What follows belongs to an exercise in optimizing a design on an open flow for small area, a short achievable clock period and few clock cycles; a production flow would make more cautious choices.
Only simulation tests tie the RTL to the original design; equivalence was not proved.

### flow/design.v
module fm_divider #(
    parameter NW = 24,           
    parameter DW = 16            
) (
    input  wire          clk,
    input  wire          rst_n,
    input  wire          start,
    input  wire [NW-1:0] num,
    input  wire [DW-1:0] den,
    output reg  [NW-1:0] quo,
    output reg           done
);
    localparam CW = $clog2(NW + 1);
    reg  [DW-1:0] rem;
    reg  [DW-1:0] den_r;
    reg  [CW-1:0] cnt;
    reg           busy;
    wire [DW:0]   trial = {rem, quo[NW-1]};
    wire          fits  = trial >= {1'b0, den_r};
    wire [DW:0]   diff  = trial - {1'b0, den_r};
    always @(posedge clk) begin
        if (!rst_n) begin
            rem   <= {DW{1'b0}};
            den_r <= {DW{1'b0}};
            quo   <= {NW{1'b0}};
            cnt   <= {CW{1'b0}};
            busy  <= 1'b0;
            done  <= 1'b0;
        end else begin
            done <= 1'b0;
            if (start) begin
                rem   <= {DW{1'b0}};
                den_r <= den;
                quo   <= num;
                cnt   <= NW[CW-1:0];
                busy  <= 1'b1;
            end else if (busy) begin
                rem <= fits ? diff[DW-1:0] : trial[DW-1:0];
                quo <= {quo[NW-2:0], fits};
                cnt <= cnt - 1'b1;
                if (cnt == 1) begin
                    busy <= 1'b0;
                    done <= 1'b1;
                end
            end
        end
    end
endmodule
module flowmeter_core (
    input  wire       clk,
    input  wire       rst_n,         
    input  wire       pulse_in,
    input  wire       tick_m,
    input  wire       tick_c,
    output wire       dac_clk,
    output wire       dac_data,
    output wire       dac_load,
    output wire [1:0] cstate,
    output wire       seq_fault
);
    localparam [31:0] KNUM  = 32'd1105900000;   
    localparam [15:0] T_MIN = 16'd1;
    localparam [15:0] T_MAX = 16'd8;
    localparam [31:0] T_DIV = 32'd20000000;
    function [47:0] cal;
        input [3:0] i;
        case (i)
            4'd0:     cal = 48'h000437FB_0025;   
            4'd1:     cal = 48'h0006BFF8_0096;   
            4'd2:     cal = 48'h000A8BF3_012C;   
            4'd3:     cal = 48'h0010DFEC_0208;   
            4'd4:     cal = 48'h00181B51_02BC;   
            4'd5:     cal = 48'h0021BFD8_0384;   
            4'd6:     cal = 48'h003036A2_04B0;   
            4'd7:     cal = 48'h00437FB0_05DC;   
            4'd8:     cal = 48'h00437FB0_06A4;   
            4'd9:     cal = 48'h00697783_0834;   
            4'd10:    cal = 48'h00A8BF38_0A28;   
            4'd11:    cal = 48'h01193EB2_0BB8;   
            4'd12:    cal = 48'h01E22256_0AF0;   
            4'd13:    cal = 48'h034BBC18_0D48;   
            4'd14:    cal = 48'h06977830_0F3C;   
            default:  cal = 48'h107AAC78_0FFF;   
        endcase
    endfunction
    localparam [3:0] OP_NOP = 4'h0, OP_INH = 4'h1, OP_ENA = 4'h2, OP_TSTOP = 4'h3,
                     OP_TRST = 4'h4, OP_TSTART = 4'h5, OP_PCCLR = 4'h6, OP_EST = 4'h7,
                     OP_ITP = 4'h8, OP_DINIT = 4'h9, OP_DWR = 4'hA, OP_WAITC = 4'hC,
                     OP_JMP = 4'hD, OP_LDF = 4'hE, OP_LDD = 4'hF;
    reg  [7:0]  mt_cnt, ct_cnt;
    reg  [15:0] mt_ovf, ct_ovf;
    reg         mt_run, ct_run;
    reg  [15:0] pulse_count;
    reg  [15:0] snap_ovf;
    reg  [7:0]  snap_ticks;
    reg         inh;
    reg  [31:0] freq;
    reg  [15:0] din;
    reg         dclk, ddata, dload;
    reg  [11:0] dac_out;
    reg  [11:0] sr;
    reg  [3:0]  bitcnt;
    reg  [3:0]  upc;
    reg         fault;
    reg         pin_prev;
    reg  [2:0]  phase;
    assign dac_clk   = dclk;
    assign dac_data  = ddata;
    assign dac_load  = dload;
    assign seq_fault = fault;
    assign cstate    = fault               ? 2'd3 :
                       inh                 ? 2'd2 :
                       (pulse_count != 16'd0) ? 2'd1 : 2'd0;
    wire        edge_det  = pulse_in & ~pin_prev;           
    wire        capture   = edge_det & ~inh;
    wire        first     = capture & (pulse_count == 16'd0);
    wire        mt_run_ev = mt_run | first;
    wire [15:0] pc_ev     = capture ? ((pulse_count == 16'hFFFF) ? pulse_count : pulse_count + 16'd1)
                                    : pulse_count;
    wire [15:0] snap_ovf_ev   = capture ? mt_ovf : snap_ovf;
    wire [7:0]  snap_ticks_ev = capture ? mt_cnt : snap_ticks;
    reg  [7:0]  mt_cnt_ev, ct_cnt_ev;
    reg  [15:0] mt_ovf_ev, ct_ovf_ev;
    always @(*) begin
        mt_cnt_ev = mt_cnt;
        mt_ovf_ev = mt_ovf;
        if (tick_m && mt_run_ev) begin
            mt_cnt_ev = mt_cnt + 8'd1;
            if (mt_cnt == 8'hFF && mt_ovf != 16'hFFFF)
                mt_ovf_ev = mt_ovf + 16'd1;
        end
        ct_cnt_ev = ct_cnt;
        ct_ovf_ev = ct_ovf;
        if (tick_c && ct_run) begin
            ct_cnt_ev = ct_cnt + 8'd1;
            if (ct_cnt == 8'hFF && ct_ovf != 16'hFFFF)
                ct_ovf_ev = ct_ovf + 16'd1;
        end
    end
    reg  [7:0] word;
    always @(*) begin
        case (upc)
            4'h0: word = 8'h90;    
            4'h1: word = 8'h60;    
            4'h2: word = 8'h20;    
            4'h3: word = 8'h43;    
            4'h4: word = 8'h53;    
            4'h5: word = 8'hC0;    
            4'h6: word = 8'h10;    
            4'h7: word = 8'h33;    
            4'h8: word = 8'h70;    
            4'h9: word = 8'h80;    
            4'hA: word = 8'hA0;    
            4'hB: word = 8'hD1;    
            4'hC: word = 8'hDC;    
            4'hD: word = 8'hDD;    
            4'hE: word = 8'hDE;    
            default: word = 8'hDF;  
        endcase
    end
    wire [3:0] op   = word[7:4];
    wire [3:0] arg  = word[3:0];
    reg illegal;
    always @(*) begin
        case (op)
            4'hB: illegal = 1'b1;
            OP_NOP, OP_INH, OP_ENA, OP_PCCLR, OP_EST, OP_ITP, OP_DINIT, OP_DWR, OP_WAITC:
                illegal = (arg != 4'd0);
            OP_TSTOP, OP_TRST, OP_TSTART:
                illegal = (arg[3:2] != 2'd0);
            default: illegal = 1'b0;
        endcase
    end
    wire [31:0] thr_q  = freq / T_DIV;
    wire [15:0] thresh = (thr_q >= {16'd0, T_MAX - T_MIN}) ? T_MIN : (T_MAX - thr_q[15:0]);
    wire        trip   = ct_ovf_ev > thresh;
    reg         d1_start, d2_start;
    wire [23:0] d1_quo;
    wire [31:0] d2_quo;
    wire        d1_done, d2_done;
    fm_divider #(.NW(24), .DW(16)) u_div_period (
        .clk(clk), .rst_n(rst_n), .start(d1_start),
        .num({snap_ovf, snap_ticks}), .den(pulse_count - 16'd1),
        .quo(d1_quo), .done(d1_done)
    );
    fm_divider #(.NW(32), .DW(24)) u_div_freq (
        .clk(clk), .rst_n(rst_n), .start(d2_start),
        .num(KNUM), .den(d1_quo),
        .quo(d2_quo), .done(d2_done)
    );
    wire [31:0] cal_f [0:15];
    wire [11:0] cal_c [0:15];
    genvar g;
    generate
        for (g = 0; g < 16; g = g + 1) begin : g_cal
            wire [47:0] w = cal(g);
            assign cal_f[g] = w[47:16];
            assign cal_c[g] = w[11:0];
        end
    endgenerate
    wire [14:0] bracket;
    generate
        for (g = 0; g < 15; g = g + 1) begin : g_br
            assign bracket[g] = (cal_f[g] <= freq) && (freq <= cal_f[g + 1]);
        end
    endgenerate
    reg  [3:0]  seg;
    reg         seg_found;
    integer     i;
    always @(*) begin
        seg       = 4'd0;
        seg_found = 1'b0;
        for (i = 14; i >= 0; i = i - 1) begin
            if (bracket[i]) begin
                seg       = i[3:0];
                seg_found = 1'b1;
            end
        end
    end
    wire [31:0] seg_f0 = cal_f[seg];
    wire [31:0] seg_f1 = cal_f[seg + 4'd1];
    wire [11:0] seg_c1 = cal_c[seg + 4'd1];
    reg         itp_direct;
    reg  [11:0] itp_code;
    reg  [31:0] seg_x, seg_span;
    reg  [11:0] seg_c0, seg_dc;
    reg         seg_down;
    always @(*) begin
        itp_direct = 1'b1;
        itp_code   = 12'd0;
        seg_x      = freq - seg_f0;
        seg_span   = seg_f1 - seg_f0;
        seg_c0     = cal_c[seg];
        seg_down   = seg_c1 < seg_c0;
        seg_dc     = seg_down ? seg_c0 - seg_c1 : seg_c1 - seg_c0;
        if (freq >= cal_f[15])
            itp_code = cal_c[15];                   
        else if (freq <= cal_f[0])
            itp_code = cal_c[0];                    
        else if (!seg_found)
            itp_code = 12'd0;                       
        else if (freq == seg_f0)
            itp_code = seg_c0;                      
        else if (freq == seg_f1)
            itp_code = seg_c1;
        else
            itp_direct = 1'b0;                      
    end
    wire [43:0] seg_prod = seg_x * seg_dc;
    reg         d3_start;
    reg  [43:0] d3_num;
    reg  [31:0] d3_den;
    reg  [11:0] lerp_c0;
    reg         lerp_down;
    wire [43:0] d3_quo;
    wire        d3_done;
    fm_divider #(.NW(44), .DW(32)) u_div_lerp (
        .clk(clk), .rst_n(rst_n), .start(d3_start),
        .num(d3_num), .den(d3_den),
        .quo(d3_quo), .done(d3_done)
    );
    always @(posedge clk) begin
        if (!rst_n) begin
            mt_cnt <= 8'd0;  mt_ovf <= 16'd0;  mt_run <= 1'b0;
            ct_cnt <= 8'd0;  ct_ovf <= 16'd0;  ct_run <= 1'b0;
            pulse_count <= 16'd0;
            snap_ovf <= 16'd0;  snap_ticks <= 8'd0;
            inh <= 1'b1;
            freq <= 32'd0;
            din <= 16'd0;
            dclk <= 1'b0;  ddata <= 1'b0;  dload <= 1'b1;
            dac_out <= 12'd0;
            sr <= 12'd0;  bitcnt <= 4'd0;
            upc <= 4'd0;
            fault <= 1'b0;
            pin_prev <= pulse_in;
            phase <= 3'd0;
            d1_start <= 1'b0;  d2_start <= 1'b0;  d3_start <= 1'b0;
            d3_num <= 44'd0;  d3_den <= 32'd0;
            lerp_c0 <= 12'd0;  lerp_down <= 1'b0;
        end else begin
            pin_prev    <= pulse_in;
            pulse_count <= pc_ev;
            snap_ovf    <= snap_ovf_ev;
            snap_ticks  <= snap_ticks_ev;
            mt_run      <= mt_run_ev;
            mt_cnt      <= mt_cnt_ev;
            mt_ovf      <= mt_ovf_ev;
            ct_cnt      <= ct_cnt_ev;
            ct_ovf      <= ct_ovf_ev;
            d1_start <= 1'b0;
            d2_start <= 1'b0;
            d3_start <= 1'b0;
            if (!fault) begin
                if (illegal) begin
                    fault <= 1'b1;
                end else begin
                    case (op)
                        OP_NOP: upc <= upc + 4'd1;
                        OP_INH: begin inh <= 1'b1; upc <= upc + 4'd1; end
                        OP_ENA: begin inh <= 1'b0; upc <= upc + 4'd1; end
                        OP_TSTOP: begin
                            if (arg[0]) mt_run <= 1'b0;
                            if (arg[1]) ct_run <= 1'b0;
                            upc <= upc + 4'd1;
                        end
                        OP_TRST: begin
                            if (arg[0]) begin mt_cnt <= 8'd0; mt_ovf <= 16'd0; end
                            if (arg[1]) begin ct_cnt <= 8'd0; ct_ovf <= 16'd0; end
                            upc <= upc + 4'd1;
                        end
                        OP_TSTART: begin
                            if (arg[0]) mt_run <= 1'b1;
                            if (arg[1]) ct_run <= 1'b1;
                            upc <= upc + 4'd1;
                        end
                        OP_PCCLR: begin
                            pulse_count <= 16'd0;
                            snap_ovf    <= 16'd0;
                            snap_ticks  <= 8'd0;
                            upc <= upc + 4'd1;
                        end
                        OP_EST: begin
                            case (phase)
                                3'd0: begin
                                    if (pulse_count <= 16'd1) begin
                                        freq <= 32'd0;
                                        upc  <= upc + 4'd1;
                                    end else begin
                                        d1_start <= 1'b1;
                                        phase    <= 3'd1;
                                    end
                                end
                                3'd1: if (d1_done) begin
                                    if (d1_quo == 24'd0) begin
                                        freq  <= 32'hFFFFFFFF;
                                        phase <= 3'd0;
                                        upc   <= upc + 4'd1;
                                    end else begin
                                        d2_start <= 1'b1;
                                        phase    <= 3'd2;
                                    end
                                end
                                default: if (d2_done) begin
                                    freq  <= d2_quo;
                                    phase <= 3'd0;
                                    upc   <= upc + 4'd1;
                                end
                            endcase
                        end
                        OP_ITP: begin
                            case (phase)
                                3'd0: begin
                                    if (itp_direct) begin
                                        din <= {4'd0, itp_code};
                                        upc <= upc + 4'd1;
                                    end else begin
                                        d3_num    <= seg_prod;
                                        d3_den    <= seg_span;
                                        lerp_c0   <= seg_c0;
                                        lerp_down <= seg_down;
                                        d3_start  <= 1'b1;
                                        phase     <= 3'd1;
                                    end
                                end
                                default: if (d3_done) begin
                                    din   <= {4'd0, lerp_down ? lerp_c0 - d3_quo[11:0]
                                                              : lerp_c0 + d3_quo[11:0]};
                                    phase <= 3'd0;
                                    upc   <= upc + 4'd1;
                                end
                            endcase
                        end
                        OP_DINIT: begin
                            dclk  <= 1'b0;
                            ddata <= 1'b0;
                            dload <= 1'b1;
                            upc   <= upc + 4'd1;
                        end
                        OP_DWR: begin
                            case (phase)
                                3'd0: begin
                                    sr     <= din[11:0];
                                    bitcnt <= 4'd12;
                                    phase  <= 3'd1;
                                end
                                3'd1: begin dclk <= 1'b0; phase <= 3'd2; end
                                3'd2: begin ddata <= sr[11]; phase <= 3'd3; end
                                3'd3: begin
                                    dclk   <= 1'b1;
                                    sr     <= {sr[10:0], 1'b0};
                                    bitcnt <= bitcnt - 4'd1;
                                    phase  <= (bitcnt == 4'd1) ? 3'd4 : 3'd1;
                                end
                                3'd4: begin dclk <= 1'b0; phase <= 3'd5; end
                                3'd5: begin dload <= 1'b0; phase <= 3'd6; end
                                default: begin
                                    dload   <= 1'b1;
                                    dac_out <= din[11:0];
                                    phase   <= 3'd0;
                                    upc     <= upc + 4'd1;
                                end
                            endcase
                        end
                        OP_WAITC: if (trip) upc <= upc + 4'd1;
                        OP_JMP: upc <= arg;
                        OP_LDF: begin freq <= {freq[27:0], arg}; upc <= upc + 4'd1; end
                        OP_LDD: begin din <= {din[11:0], arg}; upc <= upc + 4'd1; end
                        default: ;
                    endcase
                end
            end
        end
    end
endmodule
### flow/run.sh
#!/bin/bash
# synth_recipe.tcl (not shown) runs the flow's synth.tcl, then flattens the netlist and writes it again
# the make line also repeats each setting of config.mk as NAME=value (left out here)
make -C /OpenROAD-flow-scripts/flow DESIGN_CONFIG=/design/flow/config.mk WORK_HOME=/design/flow/orfs CLKGATE_MAP_FILE= SYNTH_SCRIPT=/design/flow/synth_recipe.tcl finish
### flow/config.mk
export PLATFORM = sky130hd
export DESIGN_NAME = flowmeter_core
export DESIGN_NICKNAME = flowmeter_core
export VERILOG_FILES = /design/flow/design.v
export SDC_FILE = /design/flow/constraint.sdc
export NUM_CORES = 4
export LEC_CHECK = 0
export CAP_MARGIN = 20
export CORE_MARGIN = 2
export CORE_UTILIZATION = 40
export SLEW_MARGIN = 20
### flow/constraint.sdc
create_clock -name core_clock -period 18.0 [get_ports {clk}]
set_input_delay 3.6000 -clock core_clock [delete_from_list [all_inputs] [get_ports {clk}]]
set_output_delay 3.6000 -clock core_clock [all_outputs]
set_load 0.01 [all_outputs]
==> results.tsv <==
stage	metric	value	unit
routing	initial DRC count	3507	
routing	DRT Pass-1 Iters	9	
synth	Top FF cell, synth	dfxtp_1	
synth	sequential-to-total area share from yosys stat	21.50	%
clock_network	clock sink total	529	
die	Die Height	354.9	um
timing	Final Hold Viols	0	
layout	share of layout cells above drive strength 1	6.440	%
routing	vias per cell	5.537	
clock_network	worst-skew pair later-pin latency	0.70	ns
timing	Pins Over Slew Limit	0	
timing	Final Setup Violations	0	
status	outcome	no timing/DRC/antenna violations	
die	row count	128	
routing	Vias	44350	
timing	Final Skew	0.07079	ns
hold_path	worst hold path class	flop to flop	
setup_path	worst flop-to-flop path startpoint	freq[15]	
routing	Post-route DRC	0	
global_route	initial antenna violation count	3	
global_route	pin count of the biggest net entering global routing	171	
timing	crit share post-route	93.72	%
global_route	first-pass GRT wire length	241800	um
place	post-DP HPWL	112700	um
place	pre-CTS setup slack	0.4997	ns
clock_network	Clock transition at path regs	0.06	ns
setup_path	startpoint types	flop	
timing	worst slew pin tran	1.112	ns
clock_network	TritonCTS clock tree	done	
layout	commonest non-fill, non-tap cell in the layout	nor2_1	
global_route	gr usage total	23.58	%
hold_path	hold depth	2	
place	Final Wtd Congestion	0.9727	
die	die area	125900	um^2
timing	Worst Slack Setup Final	1.131	ns
synth	Mean Syn Cell Area	7.618	um^2
job	reported max-cap violation count	0	
clock_network	clock buffer depth	3	
layout	most frequent cells in the layout	nor2_1, nand2_1, inv_1	
place	DP Cell Count	7891	
setup_path	Crit path arrival time	17.49	ns
synth	number of synthesized flops with an enable pin	0	
timing	WHS	0.4488	ns
place	port bufs	10	
hold_path	HP Start	d3_den[3]	
setup_path	worst r2r path cells	68	
timing	Setup TNS	0	ns
clock_network	CTS H-tree depth	3	
setup_path	crit path kind	flop to flop	
layout	area grow syn2layout	9.007	%
routing	WL per Instance	18.57	um
setup_path	WP data required	18.62	ns
die	top-level I/O count	11	
synth	Cells after Synth	6464	
setup_path	r2r setup slk	1.13	ns
synth	Cell Area, Synth	49250	um^2
routing	post-route antenna net violation count	0	
hold_path	sink of the worst hold path	d3_den[3]	
setup_path	Worst Setup End Kind	flop	
synth	Synth async-reset ratio	0	%
die	chip width	354.9	um
setup_path	Slowest cell on crit path	or4b_2	
global_route	vias in the first global route	42990	
timing	fin crit period	16.87	ns
clock_network	hold buffers post-CTS	0	
clock_network	total CTS buffers	66	
timing	Fmax	59.28	MHz
layout	final core utilization	43.99	%
layout	Final #Nets	6934	
routing	final wirelength	148800	um
die	Initial Util	40.35	%
layout	Layout Cells excl Fill	8010	
timing	Max-slew headroom	25.36	%
setup_path	slowest cell delay on critical path	0.68	ns
clock_network	CTS Root Cell	clkbuf_16	
synth	YS warnings	4	
setup_path	Max FO, Critical Path	24	
die	core area	122000	um^2
synth	Unique masters post-synth	119	
setup_path	r2r endpoint	d3_num[43]	
synth	register bit total from synthesis	529	
global_route	global route total overflow	0	
-- worst max-delay path, delay by kind of cell, from the launching register on --
| family | cells | cell delay, ns |
|---|---|---|
| buffers and inverters | 5 | 0.76 |
| adders and majority gates | 7 | 3.32 |
| DFF | 1 | 0.52 |
| xor gates and xnor gates | 2 | 0.35 |
| and+or+nand+nor | 10 | 2.71 |
| AOI/OAI and AO/OA | 44 | 9.16 |
-- cell type report --
class,count,area [um^2]
repair buffers,162,1261
well taps,1625,2033
multi-input cells,4999,35320
diodes,3,7.507
inverters,578,2177
clock inverters,35,491.7
fillers,12470,68360
flip-flops and latches,529,10600
clock buffers,79,1792
-- worst max path at each step --
| stage | endpoint | start |
|---|---|---|
| CTS | d3_num[42] | freq[2] |
| global route | d3_num[42] | freq[2] |
| global placement | d3_num[42] | freq[2] |
| finish | d3_num[43] | freq[15] |
| floorplan | d3_num[42] | freq[7] |
| detailed placement | d3_num[42] | freq[2] |
-- per-layer routing --
layer  track usage, %  vias to the layer above  part of all wire [%]
met3            2.959                      243                   4.5
met1            32.80                    21340                    47
li1                 -                    21790                     -
met4            7.669                        0                   3.2
met5                0                        -                     0
met2            37.84                      984                    45
-- sequential cells by signal, indices dropped and copies added, names as in the netlist, 8 cells and up --
register / flops
u_div_period.quo: 24
ct_ovf: 16
u_div_period.rem: 16
d3_den: 32
mt_ovf: 16
din: 12
mt_cnt: 8
u_div_freq.quo: 32
lerp_c0: 12
u_div_freq.rem: 24
d3_num: 44
u_div_period.den_r: 16
u_div_lerp.den_r: 32
ct_cnt: 8
u_div_freq.den_r: 24
freq: 32
u_div_lerp.quo: 44
snap_ovf: 16
pulse_count: 16
snap_ticks: 8
sr: 12
u_div_lerp.rem: 32
-- synth_stat cells, types with 13 or more instances --
library cell	count	share of area, %
ha_1	285	7.2
a21boi_0	41	0.63
o21bai_1	18	0.27
fa_1	308	13
nand2_1	735	5.6
nand4_1	62	0.79
o21ai_1	17	0.17
a311oi_1	27	0.48
xnor2_1	164	2.9
nand3b_1	36	0.55
clkbuf_1	316	2.4
o221ai_1	13	0.23
o21ai_0	298	3.0
nand2b_1	88	1.1
and4_1	13	0.23
mux2i_1	210	4.3
and2_1	43	0.55
or4_1	20	0.30
a31oi_1	37	0.47
dfxtp_1	529	22
xor2_1	100	1.8
nor2_1	800	6.1
inv_1	571	4.4
a21oi_1	546	5.5
buf_2	25	0.25
o22ai_1	19	0.24
or2_2	28	0.36
o31a_1	34	0.60
nor3b_1	17	0.26
a211oi_1	134	2.0
o31ai_1	22	0.34
o21a_1	27	0.41
a21o_1	73	1.1
nor3_1	116	1.2
nor2b_1	129	1.6
nand3_1	129	1.3
nor4_1	52	0.66
or3_1	41	0.52
o211ai_1	31	0.47
and3_1	54	0.69
buf_1	22	0.17
-- what timing repair did --
item                       4_1_cts  5_1_grt
setup endpoints to repair        0       16
resized for setup                0       23
setup buffers                    0        1
-- logic make-up (layout without fill, tap and decap cells) --
logic type               after synthesis  count (layout)  share of synthesized area [%]
XOR/XNOR                             267             267                          4.794
AND/OR/NAND/NOR                     2400            2400                          22.55
AO/OA/AOI/OAI                       1502            1502                          19.44
other                                  1              15                       0.007615
adder cells (fa/ha/maj)              596             596                          19.82
buffers and inverters                947             854                          7.335
multiplexers                         222             222                          4.550
flip-flops                           529             529                          21.50
-- through the flow --
stage               area [um^2]
global placement          51280
finish                    53680
CTS                       53570
global route              53680
detailed placement        51280
floorplan                 49290
Testbench counts, summed over its fixed seeds: cycles 40,448.

re-timing with driven ports:
No port has a modelled driver above. Below, the same layout with a new extraction and two added sets of constraints.
Step 1, drivers: a clkbuf_16 drives clk and a buf_2 each remaining input, both assumed.
Step 2 times the ports against the registers' clock, not the clock port: input delays grow and output delays shrink by t, the midpoint of the rising clock arrivals with the driver on.
Slacks: no drivers / after step 1 / after step 2; pairs: no drivers / after step 1.
shift t [ns]: 0.732
setup slack, ns: 1.131 / 1.131 / 1.131
worst register clock-pin slew, ns: 0.06 / 0.06
cell pins on the clock port's net: 1
After both steps setup and hold are still met in this run. The setup slack of this run moves by 0.000 ns with the drivers and by 0.000 ns with both steps.
